Background: an optimization exercise with open tools, aiming at small area, a short achievable clock period and few clock cycles. Do not read the settings as production practice. Only simulation tests tie the RTL to the original design; equivalence was not proved. Power figures rest on the tool's default switching activity, not on a simulated workload.

==> flow/design.v (excerpt) <==
module sdio_spi_engine (
    input  wire        clk,
    input  wire        rst,             
    input  wire        op_valid,
    output wire        op_ready,
    input  wire [7:0]  op_sel,          
    input  wire [7:0]  op_index,
    input  wire [31:0] op_arg,
    input  wire [16:0] op_count,
    input  wire [9:0]  op_block_size,
    input  wire        op_mode,
    input  wire [1:0]  op_fn,
    input  wire [2:0]  op_width,
    output wire        res_valid,
    output wire [3:0]  res_code,
    output wire [7:0]  res_status,
    output wire [7:0]  res_stuff,
    output wire        ev_valid,
    output wire [2:0]  ev_kind,
    output reg  [7:0]  ev_tx,
    input  wire        ev_ready,
    input  wire [7:0]  ev_rx,
    input  wire        wd_valid,
    output wire        wd_ready,
    input  wire [7:0]  wd_data,
    output reg         rd_valid,
    output wire [7:0]  rd_data
);
clock: 5.0 ns
lec_check: 0
cap_margin: 20
core_margin: 2
core_utilization: 40
setup_slack_margin: 2.3
slew_margin: 20
standard.sh (not shown) runs the stock make flow with config.mk's settings and CLKGATE_MAP_FILE= SYNTH_SCRIPT=/design/flow/synth_recipe.tcl, a recipe that flattens the netlist after the stock synthesis.
==> flow/flow/run.sh <==
#!/bin/bash
# Layout flow: the standard ORFS flow, with the port buffers that
# buffer_ports inserts made from plain sky130_fd_sc_hd__buf_1 cells
# instead of the delay-buffer cell it picks by default. The make output
# of every step goes to standard.log; ORFS keeps each tool's own log
# under orfs/logs/.
set -euo pipefail
export BUFFER_PORTS_ARGS="-buffer_cell sky130_fd_sc_hd__buf_1"
bash standard.sh finish > standard.log 2>&1
Testbench counts at the start, summed over its fixed seeds: cycles 293,774.
Then changed:
Settings changed: SETUP_SLACK_MARGIN 2.3 to 2.4.
=> The new run finished clean. Critical path depth stays the same. Setup slack gets better by 0.058 ns. Cell area is higher by 2.4%. Power is higher by 2.9%.
Then changed:
Settings changed: CTS_BUF_LIST from default to sky130_fd_sc_hd__clkbuf_8.
Total power goes down by a few percent.
Clock skew climbs by 0.0063 ns.
Setup slack is worse by 0.057 ns.
Die area does not change.
Count of clock-buffer cells in the layout does not change.
Global-route usage barely changes.
Design area is about the same.
Then changed:
Settings changed: CTS_BUF_LIST sky130_fd_sc_hd__clkbuf_8 to default, SETUP_SLACK_MARGIN 2.4 to 2.6.
The new run ran to the end with no violations.
Wire length barely changes.
Worst setup slack improves by 0.060 ns.
Via count grows by 1.0%.
Total power grows by 11%.
Hold slack improves by 0.0062 ns.
Combinational power grows by 13%.
Non-clock buffer count grows by 25.
Sequential share of layout area shrinks by 2.1 points.
Final cell count grows by 2.0%.

Another version of the RTL of sdio_spi_engine (not shown whole).
Size: about 920 cells after synthesis, roughly 83 flip-flops, ~150 I/O pins, about 7700 um^2 of cells after synthesis.
clock: 5.0 ns
lec_check: 0
cap_margin: 20
core_margin: 2
core_utilization: 40
setup_slack_margin: 2.3
slew_margin: 20
run.sh (not shown) runs the stock make flow with config.mk's settings and CLKGATE_MAP_FILE= SYNTH_SCRIPT=/design/flow/synth_recipe.tcl, a recipe that flattens the netlist after the stock synthesis.
Stock flow here: none of the scripts above is used.
The baseline completed without violations.
Testbench counts at the start, summed over its fixed seeds: cycles 293,774.
Edit:
==> flow/flow/run.sh (new file) <==
#!/bin/bash
# Layout flow: the standard ORFS flow, with the port buffers that
# buffer_ports inserts made from plain sky130_fd_sc_hd__buf_1 cells
# instead of the delay-buffer cell it picks by default. The make output
# of every step goes to standard.log; ORFS keeps each tool's own log
# under orfs/logs/.
set -euo pipefail
export BUFFER_PORTS_ARGS="-buffer_cell sky130_fd_sc_hd__buf_1"
bash standard.sh finish > standard.log 2>&1
==> flow/standard.sh (new file) <==
#!/bin/bash
# synth_recipe.tcl (not shown) runs the flow's synth.tcl, then flattens the netlist and writes it again
# the make line also repeats each setting of config.mk as NAME=value (left out here)
make -C /OpenROAD-flow-scripts/flow DESIGN_CONFIG=/design/flow/config.mk WORK_HOME=/design/flow/orfs CLKGATE_MAP_FILE= SYNTH_SCRIPT=/design/flow/synth_recipe.tcl "${@:-finish}"
- CTS_BUF_LIST: unset -> sky130_fd_sc_hd__clkbuf_8
removed: flow/run.sh
Result:
- power falls by 7.7%
- via count is about the same
- global-route usage falls by 0.89 points
- critical path depth falls by 1
- final area falls by 11%
- die area is unchanged
- count of clock-buffer cells in the layout stays the same
- utilization falls by 6.1 points
- worst setup slack is worse by 19 ps
- sequential power barely changes
- maximum frequency falls by 0.67%
Edit:
- CTS_BUF_LIST: sky130_fd_sc_hd__clkbuf_8 -> unset
- SETUP_SLACK_MARGIN: 2.3 -> 2.55
Non-clock buffer count is higher by 35.
Cell count rose by 3.1%.
Synthesized cell count stays the same.
Final area grows by 11%.
Clock-buffer cell count is unchanged.
Wire length rose by 3.7%.
Clock power went up by 23%.
Worst setup slack gains 37 ps.
Total power went up by 9.5%.
Area after synthesis stays the same.
Edit:
- SETUP_SLACK_MARGIN: 2.55 -> 2.0
=> The new run ran to the end with no violations; core utilization falls by 7.3 points; setup slack degrades by 200 ps; sequential share of layout area rises by 3.6 points; synthesized cell count stays the same; power falls by 9.8%.

sdio_spi_engine with an RTL version that a note above also has.
For scale: about 150 I/O pins, about 7400 sq um of cells after synthesis.
Settings: LEC_CHECK=0, CAP_MARGIN=20, CORE_MARGIN=2, CORE_UTILIZATION=40, SETUP_SLACK_MARGIN=2.45, SLEW_MARGIN=20; clock period 5.0 ns.
standard.sh (not shown) runs the stock make flow with config.mk's settings and CLKGATE_MAP_FILE= SYNTH_SCRIPT=/design/flow/synth_recipe.tcl, a recipe that flattens the netlist after the stock synthesis.
==> flow/flow/run.sh <==
#!/bin/bash
# Layout flow: the standard ORFS flow, with the port buffers that
# buffer_ports inserts made from plain sky130_fd_sc_hd__buf_1 cells
# instead of the delay-buffer cell it picks by default. The make output
# of every step goes to standard.log; ORFS keeps each tool's own log
# under orfs/logs/.
set -euo pipefail
export BUFFER_PORTS_ARGS="-buffer_cell sky130_fd_sc_hd__buf_1"
bash standard.sh finish > standard.log 2>&1
Testbench counts at the start, summed over its fixed seeds: cycles 293,774.
Rerun with:
Settings changed: PLACE_DENSITY set to 0.75, SETUP_SLACK_MARGIN 2.45 to 2.4.
Effect: The new run completed with no timing, DRC or antenna violations. Cell count shrinks slightly. Power drops by a few percent. Hold slack improves by 0.012 ns. Critical path depth stays the same. Clock power rises slightly.

[what the ideal ports hide]
Ports are ideal in the flow. The routed layouts listed here were re-timed in OpenROAD. Step 1 sets driving cells, clkbuf_16 on the clock port and buf_2 on the other inputs (assumed; they add their load-dependent delay and slew). Step 2 times the ports against the registers' clock, not the clock port: input delays grow and output delays shrink by t, the midpoint of the rising clock arrivals with the driver on. a / b / c = ideal / step 1 / step 2; a / b = the first two.
| run | t (ns) | setup WS [ns] | worst hold slack (ns) | cell pins on the clock port's net |
|---|---|---|---|---|
| the first run of note 1 | 0.405 | 2.299 / 2.245 / 1.952 | 0.636 / 0.636 / 0.636 | 1 |
| the second run of note 1 | 0.394 | 2.356 / 2.313 / 2.107 | 0.636 / 0.636 / 0.636 | 1 |
| the third run of note 1 | 0.425 | 2.299 / 2.261 / 2.050 | 0.643 / 0.643 / 0.643 | 1 |
| the fourth run of note 1 | 0.406 | 2.359 / 2.316 / 2.206 | 0.649 / 0.649 / 0.649 | 1 |
| the first run of note 2 | 0.403 | 2.213 / 2.167 / 1.933 | 0.651 / 0.651 / 0.651 | 1 |
| the second run of note 2 | 0.424 | 2.194 / 2.156 / 1.929 | 0.624 / 0.624 / 0.624 | 1 |
| the third run of note 2 | 0.399 | 2.232 / 2.189 / 1.969 | 0.613 / 0.613 / 0.613 | 1 |
| the fourth run of note 2 | 0.396 | 2.033 / 1.984 / 1.712 | 0.650 / 0.650 / 0.650 | 1 |
| the first run of note 3 | 0.403 | 2.292 / 2.249 / 2.122 | 0.636 / 0.636 / 0.636 | 1 |
| the second run of note 3 | 0.411 | 2.308 / 2.252 / 2.025 | 0.648 / 0.648 / 0.648 | 1 |
After both steps setup and hold are still met in every run listed. For the first run of note 1, which loses most, drivers alone change the setup slack by -0.054 ns; drivers and shift together by -0.347 ns.
